This design comes from an exercise in tuning for a short achievable clock period and few clock cycles on the open sky130 flow, not from production work.
Function was checked by simulation only, so behaviour that the tests miss may differ from the original.
Power and IR drop assume default switching activity.

[flow/run.sh]
#!/bin/bash
# synth_recipe.tcl (not shown) runs the flow's synth.tcl, then flattens the netlist and writes it again
# the make line also repeats each setting of config.mk as NAME=value (left out here)
make -C /OpenROAD-flow-scripts/flow DESIGN_CONFIG=/design/flow/config.mk WORK_HOME=/design/flow/orfs CLKGATE_MAP_FILE= SYNTH_SCRIPT=/design/flow/synth_recipe.tcl finish
[flow/config.mk]
export PLATFORM = sky130hd
export DESIGN_NAME = beebc_core
export DESIGN_NICKNAME = beebc_core
export VERILOG_FILES = /design/flow/design.v
export SDC_FILE = /design/flow/constraint.sdc
export NUM_CORES = 4
export LEC_CHECK = 0
export CAP_MARGIN = 20
export CORE_MARGIN = 2
export CORE_UTILIZATION = 40
export SETUP_SLACK_MARGIN = 3.0
export SLEW_MARGIN = 20
export SYNTH_HIERARCHICAL = 1
[flow/constraint.sdc]
create_clock -name core_clock -period 5.0 [get_ports {clk}]
set_input_delay 1.0000 -clock core_clock [delete_from_list [all_inputs] [get_ports {clk}]]
set_output_delay 1.0000 -clock core_clock [all_outputs]
set_load 0.01 [all_outputs]
[flow/design.v]
module beebc_decoder (
    input  wire [3:0] opcode,
    output wire       is_lda,
    output wire       is_alu,    
    output wire       is_sub,
    output wire       is_sta,
    output wire       is_ldi,
    output wire       is_jmp,
    output wire       is_jc,
    output wire       is_jz,
    output wire       is_out,
    output wire       is_hlt
);
    assign is_lda = (opcode == 4'd1);
    assign is_alu = (opcode == 4'd2) | (opcode == 4'd3);
    assign is_sub = (opcode == 4'd3);
    assign is_sta = (opcode == 4'd4);
    assign is_ldi = (opcode == 4'd5);
    assign is_jmp = (opcode == 4'd6);
    assign is_jc  = (opcode == 4'd7);
    assign is_jz  = (opcode == 4'd8);
    assign is_out = (opcode == 4'd14);
    assign is_hlt = (opcode == 4'd15);
endmodule
module beebc_core (
    input  wire       clk,
    input  wire       rst,         
    output wire [3:0] mem_addr,
    input  wire [7:0] mem_rdata,
    output wire [7:0] mem_wdata,
    output wire       mem_we,
    output wire [7:0] out,
    output wire       out_strobe,
    output wire       halted
);
    reg  [7:0] xir;
    reg        xv;          
    reg  [7:0] bop;         
    reg        bv;          
    reg x_lda, x_alu, x_sub, x_sta, x_ldi, x_out, x_hlt;    
    reg  [7:0] fir;
    reg [15:0] f_oh;        
    reg        fv;          
    reg  [3:0] fpc;
    reg  [3:0] fpc1;        
    reg  [3:0] fpc2;        
    reg [15:0] fpc1_oh;     
    reg        pend;        
    reg        pkind;       
    reg  [7:0] firb;
    reg [15:0] fb_oh;
    reg        fbv;
    reg  [3:0] fpcb;
    reg  [3:0] fpcb1;
    reg  [3:0] fpcb2;
    reg [15:0] fpcb1_oh;
    reg  [7:0] a;
    reg  [7:0] alu;
    reg  [7:0] out_r;
    reg        cf;
    reg        zf;
    reg        halted_r;    
    reg        halted_o;    
    reg        out_valid;   
    reg  [7:0] mc [0:15];
    reg [15:0] mv;
    reg  [3:0] pa;          
    reg        pwe;         
    reg        p_opnd;      
    reg        p_fill;      
    function [15:0] dec16;
        input [3:0] v;
        dec16 = 16'h0001 << v;
    endfunction
    function [15:0] rotl;
        input [15:0] v;
        rotl = {v[14:0], v[15]};
    endfunction
    function [15:0] rotr;
        input [15:0] v;
        rotr = {v[0], v[15:1]};
    endfunction
    function [7:0] sel8;
        input [15:0] oh;
        integer k;
        begin
            sel8 = 8'h00;
            for (k = 0; k < 16; k = k + 1)
                sel8 = sel8 | (mc[k] & {8{oh[k]}});
        end
    endfunction
    wire run = ~halted_r;
    wire rd  = ~pwe;
    wire [3:0] xn = xir[3:0];
    wire x_exec  = run & xv & ~((x_lda | x_alu) & ~bv) & ~(x_hlt & out_valid);
    wire advance = run & (~xv | x_exec);    
    wire x_flags = x_exec & x_alu;          
    wire [7:0] sum, dif;
    wire       s_co, d_co;
    beebc_add8 u_add (.x(a), .y(bop),  .ci(1'b0), .s(sum), .co(s_co));
    beebc_add8 u_sub (.x(a), .y(~bop), .ci(1'b1), .s(dif), .co(d_co));
    wire       ovf   = x_sub ? ~d_co : s_co;    
    wire [7:0] r     = x_sub ? dif : sum;
    wire       z_new = x_sub ? (a == bop) : ((a == 8'h00) & (bop == 8'h00));
    wire [7:0] alu_next = ovf ? alu : r;
    wire [7:0] a_ld  = (x_exec & x_lda) ? bop : ((x_exec & x_ldi) ? {4'h0, xn} : a);
    wire [7:0] a_nr  = x_flags ? r : a_ld;
    wire [7:0] a_nx;
    beebc_pick2 #(.W(8)) u_apick (.d0(a_nr), .d1(alu), .s(x_flags & ovf), .y(a_nx));
    wire  [3:0] jn     = fir[3:0];
    wire        jv     = fv & ~pend;
    wire f_lda, f_alu, f_sub, f_sta, f_ldi, f_jmp, f_jc, f_jz, f_out, f_hlt;
    beebc_decoder u_dj (
        .opcode (fir[7:4]),
        .is_lda (f_lda), .is_alu (f_alu), .is_sub (f_sub), .is_sta (f_sta),
        .is_ldi (f_ldi), .is_jmp (f_jmp), .is_jc  (f_jc),  .is_jz  (f_jz),
        .is_out (f_out), .is_hlt (f_hlt)
    );
    wire j_pend  = x_flags & (f_jc | f_jz);
    wire j_taken = f_jmp | (~x_flags & ((f_jc & cf) | (f_jz & zf)));
    wire [15:0] rd_oh = dec16(mem_rdata[3:0]);
    wire        m1_w  = pwe & (xn == jn);
    wire        m1_r  = rd  & (pa == jn);
    wire        m1_v  = |(mv & f_oh);
    wire  [7:0] m1    = sel8(f_oh & mv) | (mem_rdata & {8{m1_r}});
    wire [15:0] m1_oh = dec16(m1[3:0]);
    wire        m1ok  = ~m1_w & (m1_v | m1_r);
    wire        m2_w  = pwe & (xn == fpc1);
    wire        m2_r  = rd  & (pa == fpc1);
    wire        m2_v  = |(mv & fpc1_oh);
    wire  [7:0] m2    = sel8(fpc1_oh & mv) | (mem_rdata & {8{m2_r}});
    wire [15:0] m2_oh = dec16(m2[3:0]);
    wire        m2ok  = ~m2_w & (m2_v | m2_r);
    wire        j_self = f_sta & |(f_oh & fpc1_oh);
    wire        m2okf  = m2ok & ~j_self;
    wire        psel    = pkind ? zf : cf;
    wire        pr_b    = rd & (pa == fpcb);    
    wire        pr_a    = rd & (pa == fpc);     
    wire        pv      = psel ? (fv | pr_a) : (fbv | pr_b);
    wire  [7:0] pir     = psel ? (fv ? fir : mem_rdata) : (fbv ? firb : mem_rdata);
    wire [15:0] p_oh    = psel ? (fv ? f_oh : rd_oh) : (fbv ? fb_oh : rd_oh);
    wire  [3:0] ppc     = psel ? fpc  : fpcb;
    wire  [3:0] ppc1    = psel ? fpc1 : fpcb1;
    wire  [3:0] ppc2    = psel ? fpc2 : fpcb2;
    wire [15:0] ppc1_oh = psel ? fpc1_oh : fpcb1_oh;
    wire        f_fill  = ~fv & p_fill & ~pend;
    wire halt_nx = halted_r | halted_o | (x_exec & x_hlt);
    wire outv_nx = x_exec & x_out;
    wire       jd_sta  = f_sta & ~halt_nx;
    wire       f_ld    = f_lda | f_alu;
    wire [3:0] jn1     = jn + 4'd1;
    wire [15:0] fpc2_oh = rotl(fpc1_oh);
    wire [15:0] jn1_oh  = rotl(f_oh);
    wire       hd_sta  = xv & x_sta & ~halt_nx;
    wire       hd_opnd = xv & (x_lda | x_alu) & ~bv & ~p_opnd;
    wire       fv_h    = fv | f_fill;
    wire [3:0] pf_h    = |(mv & fpc1_oh) ? fpc2 : fpc1;
    wire       s_step  = advance & jv;
    wire       s_pick  = advance & pend;
    wire       s_hold  = ~advance & (hd_sta | hd_opnd);
    wire       s_fill  = ~fv_h;
    wire [3:0] c_pa   [0:3];
    wire       c_opnd [0:3];
    wire       c_fill [0:3];
    genvar gi;
    generate
        for (gi = 0; gi < 4; gi = gi + 1) begin : dec
            wire ok1 = gi[0];    
            wire ok2 = gi[1];    
            wire opnd = f_ld & ~ok1;
            reg [3:0] pa_c;
            reg       fill_c;
            always @(*) begin
                fill_c = 1'b0;
                if (s_step) begin
                    if (jd_sta | opnd)
                        pa_c = jn;
                    else if (j_pend)
                        pa_c = ~ok2 ? fpc1 : (~ok1 ? jn : fpc2);
                    else if (j_taken) begin
                        pa_c   = ok1 ? jn1 : jn;
                        fill_c = ~ok1;
                    end else begin
                        pa_c   = ok2 ? fpc2 : fpc1;
                        fill_c = ~ok2;
                    end
                end else if (s_pick) begin
                    pa_c   = pv ? ppc1 : ppc;
                    fill_c = ~pv;
                end else if (s_hold)
                    pa_c = xn;
                else if (s_fill) begin
                    pa_c   = fpc;
                    fill_c = 1'b1;
                end else
                    pa_c = pf_h;
            end
            assign c_pa[gi]   = pa_c;
            assign c_fill[gi] = fill_c;
            assign c_opnd[gi] = s_step ? opnd : (s_hold & hd_opnd);
        end
    endgenerate
    wire [3:0] pa_nx;
    wire       fill_nx, opnd_nx;
    beebc_pick4 #(.W(6)) u_pick (
        .d0 ({c_pa[0], c_fill[0], c_opnd[0]}),
        .d1 ({c_pa[1], c_fill[1], c_opnd[1]}),
        .d2 ({c_pa[2], c_fill[2], c_opnd[2]}),
        .d3 ({c_pa[3], c_fill[3], c_opnd[3]}),
        .s  ({m2okf, m1ok}),
        .y  ({pa_nx, fill_nx, opnd_nx})
    );
    wire       pwe_nx  = s_step ? jd_sta : (s_hold & hd_sta);
    wire       jd_opnd = f_ld & ~m1ok;
    wire m1_hlt  = m1ok & (m1[7:4] == 4'hf);
    wire m2_hlt  = m2okf & (m2[7:4] == 4'hf);
    wire fa_hlt  = ~j_pend & (j_taken ? m1_hlt : m2_hlt);
    wire early_a = jv & ~((f_lda | f_alu) & ~m1ok) & ~f_sta & ~f_out & fa_hlt;
    wire fh_hlt  = ~pend & fv & f_hlt;
    wire early_h = xv & ~((x_lda | x_alu) & ~bv & ~p_opnd) & ~x_sta & ~x_out & fh_hlt;
    always @(posedge clk) begin
        if (rst) begin
            mv <= 16'h0000;
        end else if (run) begin
            if (pwe) begin
                mc[pa]    <= a;
            end else begin
                mc[pa]    <= mem_rdata;
            end
            mv[pa] <= 1'b1;
        end
    end
    wire        use_a   = j_taken | j_pend;      
    wire  [7:0] fir_nx  = use_a ? m1 : m2;
    wire [15:0] f_oh_nx = use_a ? m1_oh : m2_oh;
    reg   [7:0] fload;
    always @(*) begin
        if (advance & jv)       fload = fir_nx;
        else if (advance & pend) fload = pir;
        else                     fload = mem_rdata;
    end
    wire f_load = (advance & (jv | pend)) | f_fill;
    always @(posedge clk) begin
        if (rst) begin
            xv       <= 1'b0;
            fv       <= 1'b0;
            pend     <= 1'b0;
            fpc      <= 4'h0;
            fpc1     <= 4'h1;
            fpc2     <= 4'h2;
            fpc1_oh  <= 16'h0002;
            a        <= 8'h00;
            alu      <= 8'h00;
            out_r    <= 8'h00;
            cf       <= 1'b0;
            zf       <= 1'b0;
            halted_r <= 1'b0;
            halted_o <= 1'b0;
            out_valid <= 1'b0;
            pa       <= 4'h0;
            pwe      <= 1'b0;
            p_opnd   <= 1'b0;
            p_fill   <= 1'b1;
        end else begin
            out_valid <= outv_nx;
            begin
                pa     <= pa_nx;
                pwe    <= pwe_nx;
                p_opnd <= opnd_nx;
                p_fill <= fill_nx;
                if (f_load) begin
                    fir   <= fload;
                end
                if (advance) begin
                    xir   <= fir;
                    xv    <= jv;
                    x_lda <= f_lda;
                    x_alu <= f_alu;
                    x_sub <= f_sub;
                    x_sta <= f_sta;
                    x_ldi <= f_ldi;
                    x_out <= f_out;
                    x_hlt <= f_hlt;
                    bop   <= m1;
                    bv    <= m1ok;
                    if (jv) begin
                        f_oh <= f_oh_nx;
                        fv   <= use_a ? m1ok : m2okf;
                        pend <= j_pend;
                        pkind <= f_jz;
                        if (use_a) begin
                            fpc     <= jn;
                            fpc1    <= jn1;
                            fpc2    <= jn + 4'd2;
                            fpc1_oh <= jn1_oh;
                        end else begin
                            fpc     <= fpc1;
                            fpc1    <= fpc2;
                            fpc2    <= fpc2 + 4'd1;
                            fpc1_oh <= fpc2_oh;
                        end
                        firb     <= m2;
                        fb_oh    <= m2_oh;
                        fbv      <= m2okf;
                        fpcb     <= fpc1;
                        fpcb1    <= fpc2;
                        fpcb2    <= fpc2 + 4'd1;
                        fpcb1_oh <= fpc2_oh;
                    end else if (pend) begin
                        f_oh    <= p_oh;
                        fv      <= pv;
                        pend    <= 1'b0;
                        fpc     <= ppc;
                        fpc1    <= ppc1;
                        fpc2    <= ppc2;
                        fpc1_oh <= ppc1_oh;
                    end else if (f_fill) begin
                        f_oh <= rd_oh;
                        fv   <= 1'b1;
                    end
                    halted_o <= halt_nx | (((jv & f_hlt) | early_a) & ~outv_nx);
                end else begin
                    if (p_opnd) begin
                        bop <= mem_rdata;
                        bv  <= 1'b1;
                    end
                    if (f_fill) begin
                        f_oh <= rd_oh;
                        fv   <= 1'b1;
                    end
                    halted_o <= halt_nx | (((xv & x_hlt) | early_h) & ~outv_nx);
                end
            end
            a <= a_nx;
            if (x_flags) begin
                alu <= alu_next;
                cf  <= ovf;
                zf  <= z_new;
            end
            if (x_exec) begin
                if (x_out) out_r <= a;
                if (x_hlt) halted_r <= 1'b1;
            end
            if (halted_o) halted_r <= 1'b1;
        end
    end
    assign mem_addr   = pa;
    assign mem_wdata  = a;
    assign mem_we     = pwe;
    assign out        = out_r;
    assign out_strobe = out_valid;
    assign halted     = halted_o;
endmodule
module beebc_add8 (
    input  wire [7:0] x,
    input  wire [7:0] y,
    input  wire       ci,
    output wire [7:0] s,
    output wire       co
);
    wire [7:0] p = x ^ y;
    wire [7:0] g0 = {x[7:1] & y[7:1], (x[0] & y[0]) | (p[0] & ci)};
    wire [7:0] p0 = p;
    wire [7:0] g1, p1, g2, p2, g3;
    genvar i;
    generate
        for (i = 0; i < 8; i = i + 1) begin : l1
            if (i >= 1) begin : a
                assign g1[i] = g0[i] | (p0[i] & g0[i-1]);
                assign p1[i] = p0[i] & p0[i-1];
            end else begin : b
                assign g1[i] = g0[i];
                assign p1[i] = p0[i];
            end
        end
        for (i = 0; i < 8; i = i + 1) begin : l2
            if (i >= 2) begin : a
                assign g2[i] = g1[i] | (p1[i] & g1[i-2]);
                assign p2[i] = p1[i] & p1[i-2];
            end else begin : b
                assign g2[i] = g1[i];
                assign p2[i] = p1[i];
            end
        end
        for (i = 0; i < 8; i = i + 1) begin : l3
            if (i >= 4) begin : a
                assign g3[i] = g2[i] | (p2[i] & g2[i-4]);
            end else begin : b
                assign g3[i] = g2[i];
            end
        end
    endgenerate
    wire [7:0] c = {g3[6:0], ci};
    assign s  = p ^ c;
    assign co = g3[7];
endmodule
module beebc_pick4 #(parameter W = 1) (
    input  wire [W-1:0] d0,
    input  wire [W-1:0] d1,
    input  wire [W-1:0] d2,
    input  wire [W-1:0] d3,
    input  wire [1:0]   s,
    output wire [W-1:0] y
);
    assign y = s[1] ? (s[0] ? d3 : d2) : (s[0] ? d1 : d0);
endmodule
module beebc_pick2 #(parameter W = 1) (
    input  wire [W-1:0] d0,
    input  wire [W-1:0] d1,
    input  wire         s,
    output wire [W-1:0] y
);
    assign y = s ? d1 : d0;
endmodule
==> results of run 1 <==
[power by group through the flow]
stage	registers [µW]	logic (µW)	clock network, µW
floorplan	3910	4000	0
global placement	4560	4740	0
finish	4410	7880	2690
detailed placement	4560	4800	0
global route	4430	8290	2790
CTS	4340	6960	2690
[cells by family after synthesis]
| logic type | count (synthesis) | synth area share (%) |
|---|---|---|
| flops | 309 | 49.9 |
| buf+inv | 160 | 4.16 |
| simple gates | 524 | 16.1 |
| compound gates | 458 | 19.8 |
| fa+ha+maj | 27 | 2.17 |
| other cells | 2 | 0.0443 |
| mux | 75 | 5.19 |
| xor+xnor | 52 | 2.69 |
[per-module statistics from Yosys (local to each module, per instance), excerpt]
module | cells | copies in the design | area, µm² | flops+latches
beebc_core | 1498 | 1 | 15900 | 309
beebc_add8 | 41 | 2 | 347 | 0
beebc_decoder | 11 | 1 | 115 | 0
[per-stage QoR]
step           cell area, µm²  util (%)  setup slack (ps)
6_report                23000      54.9              2200
5_1_grt                 23000      54.9              2040
3_5_place_dp            17800      42.5              1630
3_3_place_gp            17800      42.5              1630
4_1_cts                 21900      52.2              2100
2_1_floorplan           17500         -              2290
[state kept, by name (all words and copies together) (netlist names), 8 cells and up]
signal    flops
bop           8
firb          8
mv           16
fpc1_oh      16
mc          128
fb_oh        16
alu           8
fir           8
f_oh         16
out_r         8
fpcb1_oh     16
a             8
[worst max-delay path: cells and delay by family, from the launching register on]
kind	cells	cell delay [ps]
DFF	1	450
adders and majority gates	2	620
muxes	1	290
and+or+nand+nor	4	430
AOI/OAI and AO/OA	5	600
buffers and inverters	3	290
[synthesized netlist by cell type, types with 24 or more instances]
cell type	n	share of area, %
dfxtp_1	83	9.8
nor2_1	120	2.7
xor2_1	24	1.2
o211ai_1	24	1.1
a22oi_1	62	2.7
a32oi_1	50	2.6
clkbuf_1	77	1.7
o21ai_0	30	0.89
a211oi_1	30	1.3
and2_1	37	1.4
mux2i_1	50	3.0
edfxtp_1	226	40
nand2_1	120	2.7
nor3_1	24	0.71
xnor2_1	28	1.4
nor2b_1	26	0.96
a21oi_1	102	3.0
nand3_1	58	1.7
inv_1	36	0.80
nand4_1	41	1.5
[worst paths after layout]
check	endpoint	cells after the start	start	slack, ps
worst max-delay path	a[3]	15	bop[0]	2200
worst max register to register	a[3]	15	bop[0]	2200
worst min register to register	out_r[1]	2	out_r[1]	450
worst min-delay path	out_r[1]	2	out_r[1]	450
[layer usage]
layer | routed length, µm | track usage, % | part of all wire [%]
met1 | 25300 | 37.4 | 38
met2 | 29400 | 45.6 | 44
met3 | 8150 | 7.21 | 12
met4 | 3620 | 12.3 | 5.4
met5 | 8 | 0 | 0.012
[area by class of cell]
cell class | count | area, µm²
multi-input cells | 1142 | 9130
fillers | 3437 | 18900
clock buffers | 43 | 926
inverters | 36 | 143
flip-flops and latches | 309 | 8590
well taps | 539 | 674
clock inverters | 18 | 233
repair buffers | 312 | 3290
[timing repair]
action,in CTS,in global routing
setup endpoints to repair,457,469
pin swaps,104,78
hold endpoints to repair,0,0
setup buffers,188,67
resized for setup,423,135
gates cloned,11,4
==> results.json, run 1 <==
{
  "syn_area_per_cell_um2": 10.5,
  "fin_crit_sh_pct": 56.0,
  "place_congestion": 0.971,
  "first_global_vias": 15000,
  "clock-sinks": 309,
  "cpPeakStageDelay_ps": 450,
  "synth-async-reset-ratio_pct": 0,
  "cp_data_required_time_ps": 5410,
  "syn_nets": 1644,
  "synth_edf_count": 226,
  "pwr_density_cell_nw_per_um2": 651,
  "pwr-share-seq_pct": 29.4,
  "ys_warn_count": 7,
  "grt_pass1_wl_um": 95700,
  "fmax_mhz": 357,
  "setup.worst_path.class": "flip-flop to flip-flop",
  "die_height_um": 210,
  "areaGrowthSynthToFinish_pct": 35.8,
  "postCtsHoldBufs": 0,
  "viasPerCell": 6.59,
  "cp_max_fo": 8,
  "clkPwrFrac_pct": 17.9,
  "synth_flop_cell": "edfxtp_1",
  "final_cell_mix": "edfxtp_1 (226), buf_4 (166), nand2_1 (105)",
  "intPower_uw": 8820,
  "cts_made_buffers": 35,
  "drv_cap": 0,
  "synth.distinct_cells": 92,
  "pin_count": 33,
  "cpMaxStageDelayCell": "edfxtp_1",
  "arrival_ps": 3220,
  "post_drt_wl_per_cell_um": 27.7,
  "relSlewSlack_pct": 52.5,
  "via_count": 15800,
  "switching_power_uw": 6150,
  "path_cells": "fa_2, inv_2, fa_2, nor2b_4, o21ai_4, a21oi_4, a211oi_2, a21oi_1, nor2_1, a21oi_2, nand2_2, clkinvlp_4, buf_12, mux2_4, nor2b_1",
  "hold_ws_ps": 450,
  "first_pass_iters": 7,
  "worstMarginPinSlew_ps": 713,
  "setup_violations": 0,
  "netlist_instances": 1607,
  "skew_ps": 36.3,
  "status": "timing/DRC/antenna clean",
  "grt.overflow.total": 0,
  "ir_drop_mv": 0.282,
  "ys_ff_latch": 309,
  "drcViolationCount": 0,
  "grt_antenna_before_repair": 2,
  "power_frac_comb_pct": 52.6,
  "hpwl_um": 40000,
  "grt_max_degree": 55,
  "worstSkewPairLatency_ps": 570,
  "core_area_um2": 41900,
  "die_x_um": 210,
  "drv_slew": 0,
  "dieArea_um2": 44000,
  "netlist_area_um2": 16900,
  "cpMostUsedCell": "fa_2",
  "cts-root-buf": "clkbuf_16",
  "worstHoldPathType": "flip-flop to flip-flop",
  "drtIter0Drc": 2375,
  "gr-usage-all-layers_pct": 28.8,
  "finalNonFillerCells": 2399,
  "nets": 1873,
  "startpoint_type": "flip-flop",
  "p_leak_uw": 0.00842,
  "end_kind": "flip-flop",
  "insertedDiodeCount": 0,
  "dp.cells": 2068,
  "h-tree-depth": 2,
  "path_clk_slew_ps": 60,
  "hold_viol": 0,
  "cts_tree": "built",
  "cts_buffer_depth": 3,
  "setup_tns_ps": 0,
  "ys_seq_area_share_pct": 49.9,
  "initial_core_util_pct": 40.5,
  "port_buffers": 32,
  "rsz0062_at_grt": "true",
  "p_total_uw": 15000,
  "drt_wl_total_um": 66400,
  "drive_gt1_share_pct": 38.6,
  "switching_share_pct": 41.1,
  "layout_min_cycle_time_ps": 2800,
  "drtAntennaViolNets": 0,
  "layout_commonest_cell": "edfxtp_1",
  "rows": 75
}
Testbench counts, summed over its fixed seeds: cycles 27,888.
==> inputs of run 2 (changes only) <==
--- a/flow/design.v
+++ b/flow/design.v
@@ -105,8 +105,12 @@
     wire [7:0] alu_next = ovf ? alu : r;
     wire [7:0] a_ld  = (x_exec & x_lda) ? bop : ((x_exec & x_ldi) ? {4'h0, xn} : a);
     wire [7:0] a_nr  = x_flags ? r : a_ld;
-    wire [7:0] a_nx;
-    beebc_pick2 #(.W(8)) u_apick (.d0(a_nr), .d1(alu), .s(x_flags & ovf), .y(a_nx));
+    wire [7:0] a_nx, alu_nx;
+    wire       cf_nx, zf_nx;
+    beebc_pick2 #(.W(8)) u_apick (.d0(rst ? 8'h00 : a_nr), .d1(alu), .s(~rst & x_flags & ovf), .y(a_nx));
+    beebc_pick2 #(.W(8)) u_lpick (.d0(rst ? 8'h00 : alu), .d1(r), .s(~rst & x_flags & ~ovf), .y(alu_nx));
+    assign cf_nx = rst ? 1'b0 : (x_flags ? ovf   : cf);
+    assign zf_nx = rst ? 1'b0 : (x_flags ? z_new : zf);
     wire  [3:0] jn     = fir[3:0];
     wire        jv     = fv & ~pend;
     wire f_lda, f_alu, f_sub, f_sta, f_ldi, f_jmp, f_jc, f_jz, f_out, f_hlt;
@@ -202,15 +206,16 @@
     endgenerate
     wire [3:0] pa_nx;
     wire       fill_nx, opnd_nx;
+    wire [5:0] c_rst = 6'b0000_1_0;
     beebc_pick4 #(.W(6)) u_pick (
-        .d0 ({c_pa[0], c_fill[0], c_opnd[0]}),
-        .d1 ({c_pa[1], c_fill[1], c_opnd[1]}),
-        .d2 ({c_pa[2], c_fill[2], c_opnd[2]}),
-        .d3 ({c_pa[3], c_fill[3], c_opnd[3]}),
+        .d0 (rst ? c_rst : {c_pa[0], c_fill[0], c_opnd[0]}),
+        .d1 (rst ? c_rst : {c_pa[1], c_fill[1], c_opnd[1]}),
+        .d2 (rst ? c_rst : {c_pa[2], c_fill[2], c_opnd[2]}),
+        .d3 (rst ? c_rst : {c_pa[3], c_fill[3], c_opnd[3]}),
         .s  ({m2okf, m1ok}),
         .y  ({pa_nx, fill_nx, opnd_nx})
     );
-    wire       pwe_nx  = s_step ? jd_sta : (s_hold & hd_sta);
+    wire       pwe_nx  = ~rst & (s_step ? jd_sta : (s_hold & hd_sta));
     wire       jd_opnd = f_ld & ~m1ok;
     wire m1_hlt  = m1ok & (m1[7:4] == 4'hf);
     wire m2_hlt  = m2okf & (m2[7:4] == 4'hf);
@@ -249,25 +254,13 @@
             fpc1     <= 4'h1;
             fpc2     <= 4'h2;
             fpc1_oh  <= 16'h0002;
-            a        <= 8'h00;
-            alu      <= 8'h00;
             out_r    <= 8'h00;
-            cf       <= 1'b0;
-            zf       <= 1'b0;
             halted_r <= 1'b0;
             halted_o <= 1'b0;
             out_valid <= 1'b0;
-            pa       <= 4'h0;
-            pwe      <= 1'b0;
-            p_opnd   <= 1'b0;
-            p_fill   <= 1'b1;
         end else begin
             out_valid <= outv_nx;
             begin
-                pa     <= pa_nx;
-                pwe    <= pwe_nx;
-                p_opnd <= opnd_nx;
-                p_fill <= fill_nx;
                 if (f_load) begin
                     fir   <= fload;
                 end
@@ -331,12 +324,6 @@
                     halted_o <= halt_nx | (((xv & x_hlt) | early_h) & ~outv_nx);
                 end
             end
-            a <= a_nx;
-            if (x_flags) begin
-                alu <= alu_next;
-                cf  <= ovf;
-                zf  <= z_new;
-            end
             if (x_exec) begin
                 if (x_out) out_r <= a;
                 if (x_hlt) halted_r <= 1'b1;
@@ -344,6 +331,16 @@
             if (halted_o) halted_r <= 1'b1;
         end
     end
+    always @(posedge clk) begin
+        pa     <= pa_nx;
+        pwe    <= pwe_nx;
+        p_opnd <= opnd_nx;
+        p_fill <= fill_nx;
+        a      <= a_nx;
+        alu    <= alu_nx;
+        cf     <= cf_nx;
+        zf     <= zf_nx;
+    end
     assign mem_addr   = pa;
     assign mem_wdata  = a;
     assign mem_we     = pwe;
==> run 2 against run 1 <==
Compared with the run above:
- final area is 2.7% higher
- largest cell class unchanged
- die area fell by 1.1%
- critical path depth fell by 3
- first-iteration DRC count shrank 3.5%
- clock skew down 12 ps
- via count fell by 1.4%
- worst setup slack worse by 45 ps
- non-clock buffer count up 5
- global-route usage up 0.65 points
==> results.json, run 2 <==
{
  "status": "timing/DRC/antenna clean",
  "via_count": 15600,
  "layout_commonest_cell": "edfxtp_1",
  "wl_met2_um": 30100,
  "top_register": "mc",
  "synth_flop_cell": "edfxtp_1",
  "power_frac_comb_pct": 55.5,
  "postCtsHoldBufs": 0,
  "h-tree-depth": 2,
  "ir_drop_mv": 0.338,
  "drtIter0Drc": 2292,
  "syn_area_per_cell_um2": 10.5,
  "nets": 1874,
  "arrival_ps": 3280,
  "first_global_vias": 14700,
  "rsz0062_at_grt": "true",
  "clock-sinks": 309,
  "switching_power_uw": 6320,
  "drv_cap": 0,
  "drtAntennaViolNets": 0,
  "worstSkewPairLatency_ps": 560,
  "cp_data_required_time_ps": 5440,
  "port_buffers": 32,
  "fmax_mhz": 351,
  "final_cell_mix": "edfxtp_1 (226), buf_4 (149), buf_6 (107)",
  "synth.most_common_cell": "edfxtp_1",
  "drive_gt1_share_pct": 43.5,
  "areaGrowthSynthToFinish_pct": 41.0,
  "dieArea_um2": 43500,
  "final_area_um2": 23600,
  "drv_slew": 0,
  "synthTopCellsByCount": "edfxtp_1 (226), nand2_1 (137), nor2_1 (125), a22oi_1 (124), a21oi_1 (106)",
  "drt_wl_total_um": 67700,
  "grt_antenna_before_repair": 1,
  "ys_warn_count": 7,
  "skew_ps": 24.3,
  "end_kind": "flip-flop",
  "layout_min_cycle_time_ps": 2850,
  "startpoint_type": "flip-flop",
  "pwr-share-seq_pct": 27.6,
  "initial_core_util_pct": 40.7,
  "synth.distinct_cells": 89,
  "path_cells": "fa_2, inv_2, fa_2, nor2b_4, o21ai_2, a21oi_2, a211oi_2, a21oi_1, nor2_1, a21oi_2, and3_4, mux2_4",
  "drcViolationCount": 0,
  "intPower_uw": 9030,
  "dp.cells": 2060,
  "path_clk_slew_ps": 60,
  "finalNonFillerCells": 2397,
  "hold_viol": 0,
  "viasPerCell": 6.50,
  "grt_pass1_wl_um": 95900,
  "cts_made_buffers": 36,
  "synthTopCellsByArea": "edfxtp_1 (41%), dfxtp_1 (9.9%), a22oi_1 (5.6%)",
  "relSlewSlack_pct": 50.0,
  "met3_length_um": 7920,
  "pin_count": 33,
  "synth_top_area_share_pct": 40.5,
  "first_pass_iters": 7,
  "largest_reg_flops": 128,
  "place_congestion": 0.906,
  "gr-usage-all-layers_pct": 29.4,
  "core_area_um2": 41100,
  "cpMaxStageDelayCell": "edfxtp_1",
  "grt_max_degree": 63,
  "synth_top_area_cell": "edfxtp_1",
  "placed_area_um2": 17700,
  "ys_seq_area_share_pct": 50.5,
  "switching_share_pct": 41.2,
  "die_height_um": 209,
  "cpPeakStageDelay_ps": 460,
  "p_total_uw": 15400,
  "synth-async-reset-ratio_pct": 0,
  "drt-met1-wl_um": 25900,
  "cp_max_fo": 8,
  "worstHoldPathType": "flip-flop to flip-flop",
  "ys_ff_latch": 309,
  "netlist_instances": 1599,
  "highest_layer": "met5",
  "cts-root-buf": "clkbuf_16",
  "grt.overflow.total": 0,
  "synth_edf_count": 226,
  "post_drt_wl_per_cell_um": 28.3,
  "utilization_pct": 57.4,
  "n_fill_cell": 3274,
  "insertedDiodeCount": 0,
  "netlist_area_um2": 16700,
  "setup_violations": 0,
  "worstMarginPinSlew_ps": 750,
  "syn_nets": 1636,
  "cts_buffer_depth": 3,
  "pwr_density_cell_nw_per_um2": 650,
  "die_x_um": 209,
  "setup_tns_ps": 0,
  "p_leak_uw": 0.00863,
  "cts_tree": "built",
  "clkPwrFrac_pct": 16.9,
  "setup.worst_path.class": "flip-flop to flip-flop",
  "hpwl_um": 37300,
  "rows": 74,
  "fin_crit_sh_pct": 56.9
}
==> run 2: cell count changes after synthesis, sizes merged, moves of 9 or more <==
| cell | change |
|---|---|
| nand2 | +17 |
| a22oi | +62 |
| a22o | -9 |
| mux2i | -20 |
| clkbuf | -13 |
| a32oi | -37 |
| mux2 | +23 |
| and2 | +15 |
| buf | +10 |
==> run 2: repair_timing <==
action                     in CTS  in global routing
setup endpoints to repair     385                225
setup buffers                 199                 52
cloned                         19                  1
resized for setup             537                187
pin swaps                     146                125
==> run 2: power by group through the flow <==
stage	combinational, µW	sequential [µW]	clock, µW
floorplan	3840	3890	0
global placement	4750	4380	0
detailed placement	4780	4390	0
CTS	7320	4190	2600
global route	8900	4260	2720
finish	8530	4230	2590
==> run 2: final timing paths <==
path,end,startpoint,cells after the start,slack (ps)
setup reg to reg,a[2],bop[0],12,2150
setup / recovery,a[2],bop[0],12,2150
hold reg to reg,out_r[6],out_r[6],2,460
hold / removal,out_r[6],out_r[6],2,460
==> run 2: area by class of cell <==
class | instances | area, µm² | share of cell area [%]
multi-input combinational | 1141 | 9580 | 40.6
tap | 532 | 666 | 2.82
sequential | 309 | 8570 | 36.3
inverter | 32 | 136 | 0.578
clock buffer | 52 | 1000 | 4.25
clock inverter | 14 | 134 | 0.567
timing repair buffer | 317 | 3520 | 14.9
==> run 2: logic make-up after synthesis <==
family	share of synthesized area (%)
AOI/OAI and AO/OA	18.5
muxes	5.78
DFF	50.5
other	0.0448
and+or+nand+nor	16.3
xor gates and xnor gates	2.72
buffers and inverters	4.04
adders and majority gates	2.20
==> run 2: critical path, delay by kind of cell, from the launching register on <==
family | cells | cell delay [ps]
and+or+nand+nor | 3 | 570
buffers and inverters | 1 | 40
DFF | 1 | 460
AOI/OAI and AO/OA | 5 | 710
muxes | 1 | 320
adders and majority gates | 2 | 620
==> run 2: per-module statistics from Yosys, one instance, submodules excluded, a selection <==
module	flip-flops and latches	times used	cells inside
beebc_core	309	1	1481
beebc_add8	0	2	41
beebc_decoder	0	1	11
==> run 2: stage by stage <==
step                      setup WS (ps)  hold WS [ps]
after CTS                          2220           451
final                              2150           459
after global placement             1470           445
after floorplan                    2410           403
after global routing               2090           484
after detailed placement           1440           448
==> run 2: routing by layer <==
metal | up-vias | track usage [%]
li1 | 6580 | -
met1 | 7548 | 39.9
met4 | 2 | 12.0
met5 | - | 0
met2 | 1174 | 45.6
met3 | 279 | 6.70
Testbench counts of run 2, summed over its fixed seeds: cycles 27,888.
==> inputs of run 3 (changes only) <==
--- a/flow/design.v
+++ b/flow/design.v
@@ -105,12 +105,7 @@
     wire [7:0] alu_next = ovf ? alu : r;
     wire [7:0] a_ld  = (x_exec & x_lda) ? bop : ((x_exec & x_ldi) ? {4'h0, xn} : a);
     wire [7:0] a_nr  = x_flags ? r : a_ld;
-    wire [7:0] a_nx, alu_nx;
-    wire       cf_nx, zf_nx;
-    beebc_pick2 #(.W(8)) u_apick (.d0(rst ? 8'h00 : a_nr), .d1(alu), .s(~rst & x_flags & ovf), .y(a_nx));
-    beebc_pick2 #(.W(8)) u_lpick (.d0(rst ? 8'h00 : alu), .d1(r), .s(~rst & x_flags & ~ovf), .y(alu_nx));
-    assign cf_nx = rst ? 1'b0 : (x_flags ? ovf   : cf);
-    assign zf_nx = rst ? 1'b0 : (x_flags ? z_new : zf);
+    wire [7:0] a_nx  = (x_flags & ovf) ? alu : a_nr;
     wire  [3:0] jn     = fir[3:0];
     wire        jv     = fv & ~pend;
     wire f_lda, f_alu, f_sub, f_sta, f_ldi, f_jmp, f_jc, f_jz, f_out, f_hlt;
@@ -148,6 +143,23 @@
     wire  [3:0] ppc2    = psel ? fpc2 : fpcb2;
     wire [15:0] ppc1_oh = psel ? fpc1_oh : fpcb1_oh;
     wire        f_fill  = ~fv & p_fill & ~pend;
+    wire b_lda, b_alu, b_sub, b_sta, b_ldi, b_jmp, b_jc, b_jz, b_out, b_hlt;
+    beebc_decoder u_db (
+        .opcode (mem_rdata[7:4]),
+        .is_lda (b_lda), .is_alu (b_alu), .is_sub (b_sub), .is_sta (b_sta),
+        .is_ldi (b_ldi), .is_jmp (b_jmp), .is_jc  (b_jc),  .is_jz  (b_jz),
+        .is_out (b_out), .is_hlt (b_hlt)
+    );
+    wire        byp    = advance & f_fill;
+    wire  [3:0] b_n    = mem_rdata[3:0];
+    wire        b_self = (b_n == fpc);              
+    wire        b_bv   = |(mv & rd_oh) | b_self;
+    wire  [7:0] b_op   = sel8(rd_oh & mv) | (mem_rdata & {8{b_self}});
+    wire        b_ld   = b_lda | b_alu;
+    wire        b_pend = x_flags & (b_jc | b_jz);
+    wire        b_use  = b_jmp | (x_flags ? (b_jc | b_jz) : ((b_jc & cf) | (b_jz & zf)));
+    wire  [3:0] b_fpc  = b_use ? b_n : fpc1;
+    wire        b_fv   = ~b_use & m2_v & ~(b_sta & (b_n == fpc1));
     wire halt_nx = halted_r | halted_o | (x_exec & x_hlt);
     wire outv_nx = x_exec & x_out;
     wire       jd_sta  = f_sta & ~halt_nx;
@@ -191,6 +203,17 @@
                 end else if (s_pick) begin
                     pa_c   = pv ? ppc1 : ppc;
                     fill_c = ~pv;
+                end else if (byp) begin
+                    if (b_sta | (b_ld & ~b_bv))
+                        pa_c = b_n;
+                    else if (b_pend)
+                        pa_c = fpc1;
+                    else if (b_fv)
+                        pa_c = fpc2;
+                    else begin
+                        pa_c   = b_fpc;
+                        fill_c = 1'b1;
+                    end
                 end else if (s_hold)
                     pa_c = xn;
                 else if (s_fill) begin
@@ -201,21 +224,14 @@
             end
             assign c_pa[gi]   = pa_c;
             assign c_fill[gi] = fill_c;
-            assign c_opnd[gi] = s_step ? opnd : (s_hold & hd_opnd);
+            assign c_opnd[gi] = s_step ? opnd : (byp ? (b_ld & ~b_bv) : (s_hold & hd_opnd));
         end
     endgenerate
-    wire [3:0] pa_nx;
-    wire       fill_nx, opnd_nx;
-    wire [5:0] c_rst = 6'b0000_1_0;
-    beebc_pick4 #(.W(6)) u_pick (
-        .d0 (rst ? c_rst : {c_pa[0], c_fill[0], c_opnd[0]}),
-        .d1 (rst ? c_rst : {c_pa[1], c_fill[1], c_opnd[1]}),
-        .d2 (rst ? c_rst : {c_pa[2], c_fill[2], c_opnd[2]}),
-        .d3 (rst ? c_rst : {c_pa[3], c_fill[3], c_opnd[3]}),
-        .s  ({m2okf, m1ok}),
-        .y  ({pa_nx, fill_nx, opnd_nx})
-    );
-    wire       pwe_nx  = ~rst & (s_step ? jd_sta : (s_hold & hd_sta));
+    wire [1:0] okc     = {m2okf, m1ok};
+    wire [3:0] pa_nx   = c_pa[okc];
+    wire       fill_nx = c_fill[okc];
+    wire       opnd_nx = c_opnd[okc];
+    wire       pwe_nx  = s_step ? jd_sta : (byp ? (b_sta & ~halt_nx) : (s_hold & hd_sta));
     wire       jd_opnd = f_ld & ~m1ok;
     wire m1_hlt  = m1ok & (m1[7:4] == 4'hf);
     wire m2_hlt  = m2okf & (m2[7:4] == 4'hf);
@@ -240,7 +256,8 @@
     wire [15:0] f_oh_nx = use_a ? m1_oh : m2_oh;
     reg   [7:0] fload;
     always @(*) begin
-        if (advance & jv)       fload = fir_nx;
+        if (byp)                fload = m2;
+        else if (advance & jv)  fload = fir_nx;
         else if (advance & pend) fload = pir;
         else                     fload = mem_rdata;
     end
@@ -254,17 +271,55 @@
             fpc1     <= 4'h1;
             fpc2     <= 4'h2;
             fpc1_oh  <= 16'h0002;
+            a        <= 8'h00;
+            alu      <= 8'h00;
             out_r    <= 8'h00;
+            cf       <= 1'b0;
+            zf       <= 1'b0;
             halted_r <= 1'b0;
             halted_o <= 1'b0;
             out_valid <= 1'b0;
+            pa       <= 4'h0;
+            pwe      <= 1'b0;
+            p_opnd   <= 1'b0;
+            p_fill   <= 1'b1;
         end else begin
             out_valid <= outv_nx;
-            begin
+            if (run) begin
+                pa     <= pa_nx;
+                pwe    <= pwe_nx;
+                p_opnd <= opnd_nx;
+                p_fill <= fill_nx;
                 if (f_load) begin
                     fir   <= fload;
                 end
-                if (advance) begin
+                if (byp) begin
+                    xir   <= mem_rdata;
+                    xv    <= 1'b1;
+                    x_lda <= b_lda;
+                    x_alu <= b_alu;
+                    x_sub <= b_sub;
+                    x_sta <= b_sta;
+                    x_ldi <= b_ldi;
+                    x_out <= b_out;
+                    x_hlt <= b_hlt;
+                    bop   <= b_op;
+                    bv    <= b_bv;
+                    fv    <= b_fv;
+                    f_oh  <= m2_oh;
+                    fbv   <= 1'b0;
+                    pend  <= b_pend;
+                    pkind <= b_jz;
+                    fpc     <= b_fpc;
+                    fpc1    <= b_use ? b_n + 4'd1 : fpc2;
+                    fpc2    <= b_use ? b_n + 4'd2 : fpc2 + 4'd1;
+                    fpc1_oh <= b_use ? rotl(rd_oh) : fpc2_oh;
+                    fpcb     <= fpc1;
+                    fpcb1    <= fpc2;
+                    fpcb2    <= fpc2 + 4'd1;
+                    fpcb1_oh <= fpc2_oh;
+                    halted_o <= halt_nx | (b_hlt & ~outv_nx);
+                end else if (advance) begin
                     xir   <= fir;
                     xv    <= jv;
                     x_lda <= f_lda;
@@ -307,9 +362,6 @@
                         fpc1    <= ppc1;
                         fpc2    <= ppc2;
                         fpc1_oh <= ppc1_oh;
-                    end else if (f_fill) begin
-                        f_oh <= rd_oh;
-                        fv   <= 1'b1;
                     end
                     halted_o <= halt_nx | (((jv & f_hlt) | early_a) & ~outv_nx);
                 end else begin
@@ -324,6 +376,12 @@
                     halted_o <= halt_nx | (((xv & x_hlt) | early_h) & ~outv_nx);
                 end
             end
+            a <= a_nx;
+            if (x_flags) begin
+                alu <= alu_next;
+                cf  <= ovf;
+                zf  <= z_new;
+            end
             if (x_exec) begin
                 if (x_out) out_r <= a;
                 if (x_hlt) halted_r <= 1'b1;
@@ -331,16 +389,6 @@
             if (halted_o) halted_r <= 1'b1;
         end
     end
-    always @(posedge clk) begin
-        pa     <= pa_nx;
-        pwe    <= pwe_nx;
-        p_opnd <= opnd_nx;
-        p_fill <= fill_nx;
-        a      <= a_nx;
-        alu    <= alu_nx;
-        cf     <= cf_nx;
-        zf     <= zf_nx;
-    end
     assign mem_addr   = pa;
     assign mem_wdata  = a;
     assign mem_we     = pwe;
@@ -391,21 +439,3 @@
     assign s  = p ^ c;
     assign co = g3[7];
 endmodule
-module beebc_pick4 #(parameter W = 1) (
-    input  wire [W-1:0] d0,
-    input  wire [W-1:0] d1,
-    input  wire [W-1:0] d2,
-    input  wire [W-1:0] d3,
-    input  wire [1:0]   s,
-    output wire [W-1:0] y
-);
-    assign y = s[1] ? (s[0] ? d3 : d2) : (s[0] ? d1 : d0);
-endmodule
-module beebc_pick2 #(parameter W = 1) (
-    input  wire [W-1:0] d0,
-    input  wire [W-1:0] d1,
-    input  wire         s,
-    output wire [W-1:0] y
-);
-    assign y = s ? d1 : d0;
-endmodule
--- a/flow/config.mk
+++ b/flow/config.mk
@@ -5,9 +5,9 @@
 export SDC_FILE = /design/flow/constraint.sdc
 export NUM_CORES = 4
 export LEC_CHECK = 0
+export ABC_CLOCK_PERIOD_IN_PS = 2000
 export CAP_MARGIN = 20
 export CORE_MARGIN = 2
 export CORE_UTILIZATION = 40
 export SETUP_SLACK_MARGIN = 3.0
 export SLEW_MARGIN = 20
-export SYNTH_HIERARCHICAL = 1
==> run 3 against run 2 <==
Compared with the run above:
- maximum frequency down 5.2%
- final cell count grew 26%
- die area is 12% higher
- synthesized area is 12% higher
- power up 26%
- clock power grew 7%
- via count increased by 39%
- count of clock-buffer cells in the layout up 4
- clock skew increased by 13 ps
- first-iteration DRC count increased by 65%
- final area rose by 21%
- global-route usage rose by 11 points
- critical path type unchanged
- critical endpoint is now a[0]
==> results.json, run 3 <==
{
  "drv_slew": 0,
  "synth-async-reset-ratio_pct": 0,
  "cpMostUsedCell": "a31oi_2",
  "first_pass_iters": 7,
  "ys_ff_latch": 309,
  "reg2reg_depth": 13,
  "largest_reg_flops": 128,
  "utilization_pct": 61.2,
  "cts_tree": "built",
  "n_fill_cell": 3564,
  "grt_max_degree": 59,
  "layout_min_cycle_time_ps": 3000,
  "nets": 2434,
  "drt_wl_total_um": 109000,
  "synth.most_common_cell": "edfxtp_1",
  "fmax_mhz": 333,
  "worstHoldPathType": "flip-flop to flip-flop",
  "initial_core_util_pct": 40.5,
  "clock-sinks": 309,
  "cpPeakStageDelay_ps": 590,
  "cp_data_required_time_ps": 5490,
  "synth-adder-area-share_pct": 2.34,
  "ir_drop_mv": 0.456,
  "drtIter0Drc": 3786,
  "cpMaxStageDelayCell": "edfxtp_1",
  "hold_start": "out_r[7]",
  "syn_area_per_cell_um2": 9.56,
  "synth_top_area_share_pct": 36.1,
  "rr_endpoint": "a[0]",
  "grt_pass1_wl_um": 143000,
  "cts-root-buf": "clkbuf_16",
  "drive_gt1_share_pct": 45.6,
  "viasPerCell": 7.16,
  "core_area_um2": 46500,
  "first_global_vias": 19600,
  "rr_startpoint": "bop[0]",
  "synth.distinct_cells": 93,
  "whs_path_depth": 2,
  "relSlewSlack_pct": 48.7,
  "cts_buffer_depth": 3,
  "hpwl_um": 61200,
  "hold_ws_ps": 463,
  "yosys.area_share.simple_pct": 17.4,
  "via_count": 21700,
  "pin_count": 33,
  "path_cells": "ha_2, fa_2, inv_2, a21oi_2, o21bai_1, a21o_1, a31oi_2, a31oi_2, buf_4, buf_6, mux2i_1, o21ai_1, a21oi_1",
  "synth_top_area_cell": "edfxtp_1",
  "die_x_um": 221,
  "final_area_um2": 28400,
  "layout_commonest_cell": "buf_4",
  "post_drt_wl_per_cell_um": 36.0,
  "netlist_area_um2": 18800,
  "yosys.area_share.xor_xnor_pct": 2.24,
  "path_clk_slew_ps": 60,
  "holdPathEnd": "out_r[7]",
  "synth_flop_cell": "edfxtp_1",
  "synth_top_family_by_area": "compound AO/OA/AOI/OAI gates",
  "setup_violations": 0,
  "syn_nets": 2011,
  "synth_edf_count": 226,
  "dieArea_um2": 48800,
  "pwr_density_cell_nw_per_um2": 682,
  "placed_area_um2": 20200,
  "gr-usage-all-layers_pct": 40.3,
  "rsz0062_at_grt": "true",
  "synthMuxAreaShare_pct": 4.03,
  "worstSkewPairLatency_ps": 590,
  "top_register": "mc",
  "cts_made_buffers": 38,
  "port_buffers": 32,
  "ys_warn_count": 1,
  "grt_antenna_before_repair": 1,
  "drtAntennaViolNets": 0,
  "startpoint_type": "flip-flop",
  "skew_ps": 36.9,
  "worstMarginPinSlew_ps": 765,
  "rrSetupSlack_ps": 2000,
  "netlist_instances": 1967,
  "drv_cap": 0,
  "ys_seq_area_share_pct": 44.9,
  "end_kind": "flip-flop",
  "place_congestion": 1.03,
  "hold_viol": 0,
  "setup_tns_ps": 0,
  "cp_max_fo": 6,
  "areaGrowthSynthToFinish_pct": 51.3,
  "status": "timing/DRC/antenna clean",
  "synthTopCellsByArea": "edfxtp_1 (36%), dfxtp_1 (8.8%), nor2_1 (3.7%)",
  "final_cell_mix": "buf_4 (326), edfxtp_1 (226), nor2_1 (140)",
  "startpoint": "bop[0]",
  "fin_crit_sh_pct": 60.0,
  "drcViolationCount": 0,
  "synth_compound_area_share_pct": 23.5,
  "setup.worst_path.class": "flip-flop to flip-flop",
  "synthTopCellsByCount": "edfxtp_1 (226), nor2_1 (186), nand2_1 (159), a21oi_1 (108), clkbuf_1 (105)",
  "h-tree-depth": 2,
  "arrival_ps": 3490,
  "p_leak_uw": 0.0106,
  "grt.overflow.total": 0,
  "die_height_um": 221,
  "rows": 79,
  "postCtsHoldBufs": 0
}
==> run 3: changes by cell type after synthesis, sizes merged, moves of 24 or more <==
cell | previous run | this run
o21ai | 43 | 90
a31oi | 11 | 44
nand3 | 52 | 76
a32oi | 13 | 72
clkbuf | 70 | 109
a221oi | 9 | 34
nor2 | 125 | 190
a22oi | 124 | 80
==> run 3: where the power goes <==
part | total, µW | switching [µW] | internal (µW)
clock | 2780 | 1180 | 1600
sequential | 4410 | 831 | 3580
combinational | 12200 | 6920 | 5300
total | 19400 | 8930 | 10500
==> run 3: timing repair <==
action | in CTS | in global routing
gates resized for setup | 643 | 233
cloned | 14 | 6
pin swaps | 174 | 185
setup endpoints to repair | 525 | 313
buffers inserted | 294 | 163
==> run 3: metal layers <==
metal	track usage [%]	wire length (µm)
met2	60.2	44800
met3	15.0	15800
met1	49.1	37600
met4	25.5	10600
met5	0.293	145
==> run 3: logic make-up (layout without fill, tap and decap cells) <==
family,after synthesis,count (layout)
compound gates,618,621
fa+ha+maj,34,34
xor+xnor,48,48
buf+inv,224,671
flops,309,309
mux,69,69
simple gates,665,667
other cells,0,2
==> run 3: area by class of cell <==
type	count	area [µm²]	area share (%)
clock inverter	13	133	0.466
tap	607	759	2.67
timing repair buffer	559	5790	20.4
inverter	42	204	0.717
timing repair inverter	1	8.76	0.0308
sequential	309	8570	30.1
multi-input combinational	1439	11900	41.9
antenna	2	5.00	0.0176
clock buffer	56	1070	3.76
==> run 3: worst max path at each step <==
stage | end | cells past startpoint | slack, ps
2_1_floorplan | bop[0] | 12 | 2040
3_3_place_gp | bop[0] | 11 | 900
3_5_place_dp | bop[1] | 11 | 840
4_1_cts | a[0] | 13 | 2260
5_1_grt | a[0] | 13 | 1990
6_report | a[0] | 13 | 2000
==> run 3: per-stage QoR <==
stage               total power [µW]  setup slack, ps  instances
floorplan                       8790             2040       1967
global route                   19800             1990       3026
global placement               10900              896       2480
detailed placement             10900              842       2480
CTS                            16500             2260       2857
finish                         19400             2000       3028
==> run 3: critical path: cells and delay by family (launching register included) <==
family	cells	cell delay [ps]
AOI/OAI and AO/OA	7	1080
adders and majority gates	2	640
DFF	1	590
buffers and inverters	3	350
muxes	1	240
Testbench counts of run 3, summed over its fixed seeds: cycles 26,560.
==> inputs of run 4 (changes only) <==
--- a/flow/design.v
+++ b/flow/design.v
@@ -303,7 +303,6 @@
                     x_ldi <= b_ldi;
                     x_out <= b_out;
                     x_hlt <= b_hlt;
-                    bop   <= b_op;
                     bv    <= b_bv;
                     fv    <= b_fv;
                     f_oh  <= m2_oh;
@@ -329,7 +328,6 @@
                     x_ldi <= f_ldi;
                     x_out <= f_out;
                     x_hlt <= f_hlt;
-                    bop   <= m1;
                     bv    <= m1ok;
                     if (jv) begin
                         f_oh <= f_oh_nx;
@@ -366,7 +364,6 @@
                     halted_o <= halt_nx | (((jv & f_hlt) | early_a) & ~outv_nx);
                 end else begin
                     if (p_opnd) begin
-                        bop <= mem_rdata;
                         bv  <= 1'b1;
                     end
                     if (f_fill) begin
@@ -377,6 +374,7 @@
                 end
             end
             a <= a_nx;
+            bop <= byp ? b_op : (advance ? m1 : mem_rdata);
             if (x_flags) begin
                 alu <= alu_next;
                 cf  <= ovf;
==> run 4 against run 3 <==
Compared with the run above:
- synthesized cell count increased by 0.81%
- final cell count is 2.1% lower
- final area fell by 3.0%
- global-route usage is essentially flat
- largest power group unchanged
- first-iteration DRC count down 1.1%
- highest routed layer unchanged
- combinational power fell by 9%
- core utilization is 0.54 points lower
- hold slack lost 3.6 ps
- sequential share of layout area grew 0.94 points
- still clean
- worst setup slack got worse by 52 ps
- die area shrank 1.8%
- maximum frequency down 1.7%
==> results.json, run 4 <==
{
  "synth-async-reset-ratio_pct": 0,
  "setup_tns_ps": 0,
  "rows": 78,
  "synth_edf_count": 226,
  "layout_commonest_cell": "buf_4",
  "netlist_area_um2": 18500,
  "drv_slew": 0,
  "utilization_pct": 60.7,
  "drtAntennaViolNets": 0,
  "final_area_um2": 27600,
  "hold_start": "out_r[1]",
  "setup.worst_path.class": "flip-flop to flip-flop",
  "first_global_vias": 19000,
  "cpPeakStageDelay_ps": 470,
  "drtIter0Drc": 3745,
  "grt_pass1_wl_um": 138000,
  "cp_top_family": "compound AO/OA/AOI/OAI gates",
  "power_frac_comb_pct": 61.0,
  "clock-sinks": 309,
  "end_kind": "flip-flop",
  "path_clk_slew_ps": 60,
  "die_x_um": 219,
  "postCtsHoldBufs": 0,
  "final_cell_mix": "buf_4 (244), edfxtp_1 (226), nand2_1 (156)",
  "cpMaxStageDelayCell": "nand4_1",
  "switching_power_uw": 8360,
  "synth_flop_cell": "edfxtp_1",
  "drv_cap": 0,
  "cts_made_buffers": 38,
  "ys_ff_latch": 309,
  "core_area_um2": 45500,
  "startpoint_type": "flip-flop",
  "path_cells": "buf_6, a22o_1, a221oi_2, nand4_1, nand3_2, o211ai_4, buf_4, buf_4, o21a_1, o2111ai_1, o311a_1, a211oi_2",
  "synthTopCellsByArea": "edfxtp_1 (37%), dfxtp_1 (9.0%), a22oi_1 (5.8%)",
  "drt-met1-wl_um": 36600,
  "post_drt_wl_per_cell_um": 34.4,
  "via_count": 21000,
  "place_congestion": 1.00,
  "netlist_instances": 1983,
  "n_fill_cell": 3554,
  "worstHoldPathType": "flip-flop to flip-flop",
  "areaGrowthSynthToFinish_pct": 49.5,
  "nets": 2378,
  "drcViolationCount": 0,
  "pin_count": 33,
  "wl_met2_um": 41400,
  "pwr_density_cell_nw_per_um2": 662,
  "viasPerCell": 7.09,
  "top_register": "mc",
  "rr_startpoint": "f_oh[9]",
  "grt_antenna_before_repair": 5,
  "placed_area_um2": 19900,
  "cts-root-buf": "clkbuf_16",
  "fin_crit_sh_pct": 61.1,
  "grt.overflow.total": 0,
  "ys_warn_count": 1,
  "synth_top_area_share_pct": 36.7,
  "syn_area_per_cell_um2": 9.31,
  "status": "timing/DRC/antenna clean",
  "port_buffers": 32,
  "gr-usage-all-layers_pct": 40.3,
  "cpMostUsedCell": "buf_4",
  "synth_top_area_cell": "edfxtp_1",
  "skew_ps": 39.8,
  "synth.distinct_cells": 89,
  "cp_num_buf_inv": 3,
  "cp_max_fo": 5,
  "finalNonFillerCells": 2965,
  "relSlewSlack_pct": 21.1,
  "synthTopCellsByCount": "edfxtp_1 (226), nand2_1 (200), nor2_1 (194), a21oi_1 (144), a22oi_1 (142)",
  "hold_viol": 0,
  "h-tree-depth": 2,
  "cts_tree": "built",
  "setup_violations": 0,
  "die_height_um": 219,
  "switching_share_pct": 45.8,
  "ys_seq_area_share_pct": 45.7,
  "ir_drop_mv": 0.494,
  "synth.most_common_cell": "edfxtp_1",
  "dieArea_um2": 47900,
  "first_pass_iters": 10,
  "worstSkewPairLatency_ps": 590,
  "met3_length_um": 15100,
  "startpoint": "f_oh[9]",
  "cts_buffer_depth": 3,
  "p_leak_uw": 0.0102,
  "layout_min_cycle_time_ps": 3050,
  "cp_data_required_time_ps": 5440,
  "worstMarginPinSlew_ps": 1170,
  "fmax_mhz": 327,
  "arrival_ps": 3490,
  "highest_layer": "met5",
  "initial_core_util_pct": 40.6,
  "clkPwrFrac_pct": 14.9,
  "drt_wl_total_um": 102000,
  "pwr-share-seq_pct": 24.1,
  "rsz0062_at_grt": "true",
  "intPower_uw": 9910,
  "hpwl_um": 58200,
  "dp.cells": 2508,
  "hold_ws_ps": 459,
  "drive_gt1_share_pct": 43.2,
  "syn_nets": 2027,
  "grt_max_degree": 36,
  "largest_reg_flops": 128
}
==> run 4: cell types whose count changed in the layout (fill, tap and decap cells not counted), moves of 22 or more <==
| cell | previous run | this run |
|---|---|---|
| a21oi_1 | 78 | 110 |
| a22oi_1 | 69 | 128 |
| a31oi_1 | 37 | 15 |
| a32oi_1 | 66 | 19 |
| buf_4 | 326 | 244 |
| nand2_1 | 127 | 156 |
==> run 4: timing repair <==
action | CTS | global route
setup buffers | 245 | 105
resized for setup | 697 | 224
cloned | 25 | 11
endpoints found under the setup margin | 508 | 377
pin swaps | 169 | 156
==> run 4: logic make-up after synthesis <==
family / synth area share, %
buf+inv: 4.76
flops: 45.7
simple gates: 18.3
xor+xnor: 2.09
mux: 2.48
compound gates: 24.3
fa+ha+maj: 2.38
==> run 4: final cells by class <==
| class | instances | area, µm² | area share, % |
|---|---|---|---|
| clock inverters | 18 | 168 | 0.607 |
| repair buffers | 458 | 5030 | 18.2 |
| diodes | 4 | 10.0 | 0.0363 |
| repair inverters | 1 | 7.51 | 0.0272 |
| well taps | 600 | 751 | 2.72 |
| inverters | 51 | 223 | 0.807 |
| flip-flops and latches | 309 | 8570 | 31.1 |
| clock buffers | 49 | 1010 | 3.67 |
| multi-input cells | 1475 | 11800 | 42.8 |
==> run 4: worst reg2reg max path, stage by stage (launching register included) <==
cell and delay [ps]:
edfxtp_1 450, buf_6 160, a22o_1 180, a221oi_2 190, nand4_1 470, nand3_2 300, o211ai_4 150, buf_4 160
buf_4 130, o21a_1 170, o2111ai_1 200, o311a_1 270, a211oi_2 90
==> run 4: power by group through the flow <==
stage          clock network [µW]  registers (µW)  logic [µW]
3_3_place_gp                    0            4500        6110
4_1_cts                      2720            4320        9070
6_report                     2720            4410       11100
2_1_floorplan                   0            3920        4490
3_5_place_dp                    0            4480        6090
5_1_grt                      2830            4400       11500
==> run 4: worst paths after layout <==
| path | endpoint | slack, ps | depth (start not counted) |
|---|---|---|---|
| setup / recovery | pa[0] | 1950 | 12 |
| hold / removal | out_r[1] | 460 | 2 |
| setup reg to reg | pa[0] | 1950 | 12 |
| hold reg to reg | out_r[1] | 460 | 2 |
==> run 4: per-stage QoR <==
step	worst slack (ps)	total power, µW
2_1_floorplan	1750	8410
3_5_place_dp	747	10600
4_1_cts	2220	16100
5_1_grt	1950	18700
6_report	1950	18300
3_3_place_gp	825	10600
==> run 4: layer usage <==
metal	GRT usage (%)	up-vias
met5	0	-
met1	52.1	10100
met3	13.4	632
li1	-	8356
met4	24.5	2
met2	58.2	1964
Testbench counts of run 4, summed over its fixed seeds: cycles 26,560.
==> inputs of run 5 (changes only) <==
--- a/flow/design.v
+++ b/flow/design.v
@@ -285,7 +285,7 @@
             p_fill   <= 1'b1;
         end else begin
             out_valid <= outv_nx;
-            if (run) begin
+            begin
                 pa     <= pa_nx;
                 pwe    <= pwe_nx;
                 p_opnd <= opnd_nx;
--- a/flow/config.mk
+++ b/flow/config.mk
@@ -5,9 +5,9 @@
 export SDC_FILE = /design/flow/constraint.sdc
 export NUM_CORES = 4
 export LEC_CHECK = 0
-export ABC_CLOCK_PERIOD_IN_PS = 2000
 export CAP_MARGIN = 20
 export CORE_MARGIN = 2
 export CORE_UTILIZATION = 40
-export SETUP_SLACK_MARGIN = 3.0
+export SETUP_SLACK_MARGIN = 2.4
 export SLEW_MARGIN = 20
+export TNS_END_PERCENT = 100
==> run 5 against run 4 <==
Compared with the run above:
- final area decreased by 15%
- clock power increased by 2%
- global-route usage decreased by 5.8 points
- clock skew decreased by 3.6 ps
- largest cell class unchanged
- final cell count decreased by 9.0%
- still clean
- maximum frequency increased by 10%
- hold slack got worse by 1.3 ps
- first-iteration DRC count decreased by 20%
- count of clock-buffer cells in the layout decreased by 6
- core utilization decreased by 9.3 points
- synthesized cell count decreased by 1.0%
- worst setup slack improved by 280 ps
==> results.json, run 5 <==
{
  "syn_nets": 2007,
  "drive_gt1_share_pct": 25.8,
  "fmax_mhz": 361,
  "path_clk_slew_ps": 60,
  "grt_antenna_before_repair": 0,
  "gr-usage-all-layers_pct": 34.6,
  "cp_max_fo": 5,
  "h-tree-depth": 2,
  "netlist_instances": 1963,
  "final_cell_mix": "edfxtp_1 (226), nand2_1 (156), buf_4 (156)",
  "clock-sinks": 309,
  "n_fill_cell": 4163,
  "arrival_ps": 3270,
  "dp.cells": 2476,
  "setup_violations": 0,
  "grt_pass1_wl_um": 121000,
  "relSlewSlack_pct": 41.6,
  "syn_area_per_cell_um2": 9.40,
  "synth_edf_count": 226,
  "p_leak_uw": 0.00827,
  "drt_wl_total_um": 86200,
  "insertedDiodeCount": 0,
  "whs_path_depth": 2,
  "ys_warn_count": 1,
  "die_height_um": 219,
  "synth.distinct_cells": 85,
  "drtAntennaViolNets": 0,
  "grt_max_degree": 56,
  "post_drt_wl_per_cell_um": 31.9,
  "synth_flop_cell": "edfxtp_1",
  "status": "timing/DRC/antenna clean",
  "finalNonFillerCells": 2698,
  "initial_core_util_pct": 40.6,
  "die_x_um": 219,
  "viasPerCell": 6.99,
  "largest_reg_flops": 128,
  "startpoint_type": "input pin",
  "drcViolationCount": 0,
  "drv_cap": 0,
  "first_global_vias": 17100,
  "hold_viol": 0,
  "areaGrowthSynthToFinish_pct": 26.7,
  "reg2reg_depth": 11,
  "layout_commonest_cell": "edfxtp_1",
  "utilization_pct": 51.4,
  "dieArea_um2": 47900,
  "hold_start": "out_r[6]",
  "ir_drop_mv": 0.392,
  "worstMarginPinSlew_ps": 869,
  "synthTopCellsByCount": "edfxtp_1 (226), nand2_1 (166), clkbuf_1 (148), a21oi_1 (143), nor2_1 (136)",
  "rr_endpoint": "pa[1]",
  "place_congestion": 1.01,
  "pwr_density_cell_nw_per_um2": 640,
  "cts-root-buf": "clkbuf_16",
  "end_kind": "flip-flop",
  "setup.worst_path.class": "input pin to flip-flop",
  "rows": 78,
  "nets": 2114,
  "final_area_um2": 23400,
  "fin_crit_sh_pct": 55.4,
  "worstHoldPathType": "flip-flop to flip-flop",
  "drtIter0Drc": 3004,
  "rrSetupSlack_ps": 2300,
  "placed_area_um2": 19500,
  "grt.overflow.total": 0,
  "setup_tns_ps": 0,
  "core_area_um2": 45500,
  "synth.most_common_cell": "edfxtp_1",
  "synth-async-reset-ratio_pct": 0,
  "netlist_area_um2": 18500,
  "synth_top_area_cell": "edfxtp_1",
  "cts_made_buffers": 37,
  "rsz0062_at_grt": "true",
  "skew_ps": 36.2,
  "via_count": 18900,
  "holdPathEnd": "out_r[6]",
  "ys_seq_area_share_pct": 45.8,
  "rr_startpoint": "f_oh[4]",
  "synth_top_area_share_pct": 36.8,
  "cts_buffer_depth": 3,
  "top_register": "mc",
  "worstSkewPairLatency_ps": 580,
  "port_buffers": 32,
  "cp_data_required_time_ps": 5490,
  "hpwl_um": 54600,
  "drv_slew": 0,
  "cts_tree": "built",
  "ys_ff_latch": 309,
  "pin_count": 33,
  "synthTopCellsByArea": "edfxtp_1 (37%), dfxtp_1 (9.0%), a22oi_1 (4.5%)",
  "first_pass_iters": 15,
  "layout_min_cycle_time_ps": 2770
}
-- run 5: metrics by stage --
step,hold slack [ps],total power (µW),setup WS (ps)
after floorplan,406,8000,1830
after global placement,443,10100,526
after detailed placement,450,10200,433
after CTS,464,13700,2280
after global routing,486,15500,2210
final,458,15000,2230
-- run 5: timing repair --
| action | in CTS | in global routing |
|---|---|---|
| hold buffers | 0 | 0 |
| pin swaps | 46 | 67 |
| gates resized for setup | 251 | 164 |
| setup buffers | 79 | 61 |
| gates cloned | 5 | 10 |
| endpoints found under the setup margin | 273 | 82 |
-- run 5: cell families (layout without fill, tap and decap cells) --
logic type / after synthesis / after routing / synth area share (%)
and+or+nand+nor: 668 / 674 / 18.2
adders and majority gates: 34 / 34 / 2.39
DFF: 309 / 309 / 45.8
buffers and inverters: 213 / 340 / 4.52
muxes: 48 / 48 / 2.75
xor gates and xnor gates: 47 / 47 / 2.23
AOI/OAI and AO/OA: 644 / 646 / 24.1
-- run 5: layout make-up --
cell class / count / area, µm² / share of cell area (%)
multi-input combinational: 1449 / 10500 / 44.9
sequential: 309 / 8530 / 36.5
timing repair buffer: 230 / 2210 / 9.47
clock buffer: 43 / 968 / 4.14
tap: 600 / 751 / 3.21
clock inverter: 24 / 243 / 1.04
inverter: 43 / 179 / 0.765
-- run 5: worst max-delay path: stages --
cell and delay [ps]:
buf_12 110, buf_12 130, ha_4 180, and4b_4 200
or4_4 560, a31oi_4 170, and3_4 250, nor3_4 70
o221a_1 130, o311ai_1 230, and4_1 230
-- run 5: where the power goes --
part,internal (µW),switching (µW)
clock,1610,1170
sequential,3570,944
combinational,2970,4700
total,8140,6810
-- run 5: layer usage --
metal	global-route usage (%)	wire length, µm
met1	46.1	33300
met2	52.2	37200
met3	10.1	11300
met4	14.8	4490
met5	0	0
-- run 5: how the worst max path moves through the flow --
stage	startpoint	endpoint	slack, ps	depth (start not counted)
floorplan	mem_rdata[1]	pa[3]	1830	12
global placement	mem_rdata[1]	pa[1]	530	10
detailed placement	mem_rdata[1]	pa[3]	430	10
CTS	mem_rdata[0]	pa[3]	2280	11
global route	mem_rdata[0]	pa[1]	2210	11
finish	mem_rdata[0]	pa[1]	2230	11
Testbench counts of run 5, summed over its fixed seeds: cycles 26,560.

[static timing again, ports no longer ideal]
The results above use ideal ports. As a check the final layouts listed here were re-extracted and re-timed, cells and wires unchanged. Step 1 sets driving cells, clkbuf_16 on the clock port and buf_2 on the other inputs (assumed; they add their load-dependent delay and slew). Step 2 moves the port delays by t, midway between the first and last clock arrival at a register: inputs arrive t later, outputs are due t later. That takes back most of the time a late clock gives input paths. Three values: no drivers, after step 1, after step 2; two values: the first two.
run	t, ns	slack for setup (ns)	worst hold slack (ns)
run 1	0.607	2.199 / 2.199 / 1.906	0.450 / 0.450 / 0.450
run 2	0.609	2.153 / 2.153 / 1.894	0.459 / 0.459 / 0.459
run 3	0.633	1.998 / 1.998 / 1.817	0.463 / 0.463 / 0.463
run 4	0.630	1.946 / 1.946 / 1.493	0.459 / 0.459 / 0.459
run 5	0.623	2.229 / 2.237 / 1.615	0.458 / 0.458 / 0.458
After both steps every run listed still meets setup and hold. For run 5, which loses most, drivers alone change the setup slack by +0.008 ns; drivers and shift together by -0.614 ns.
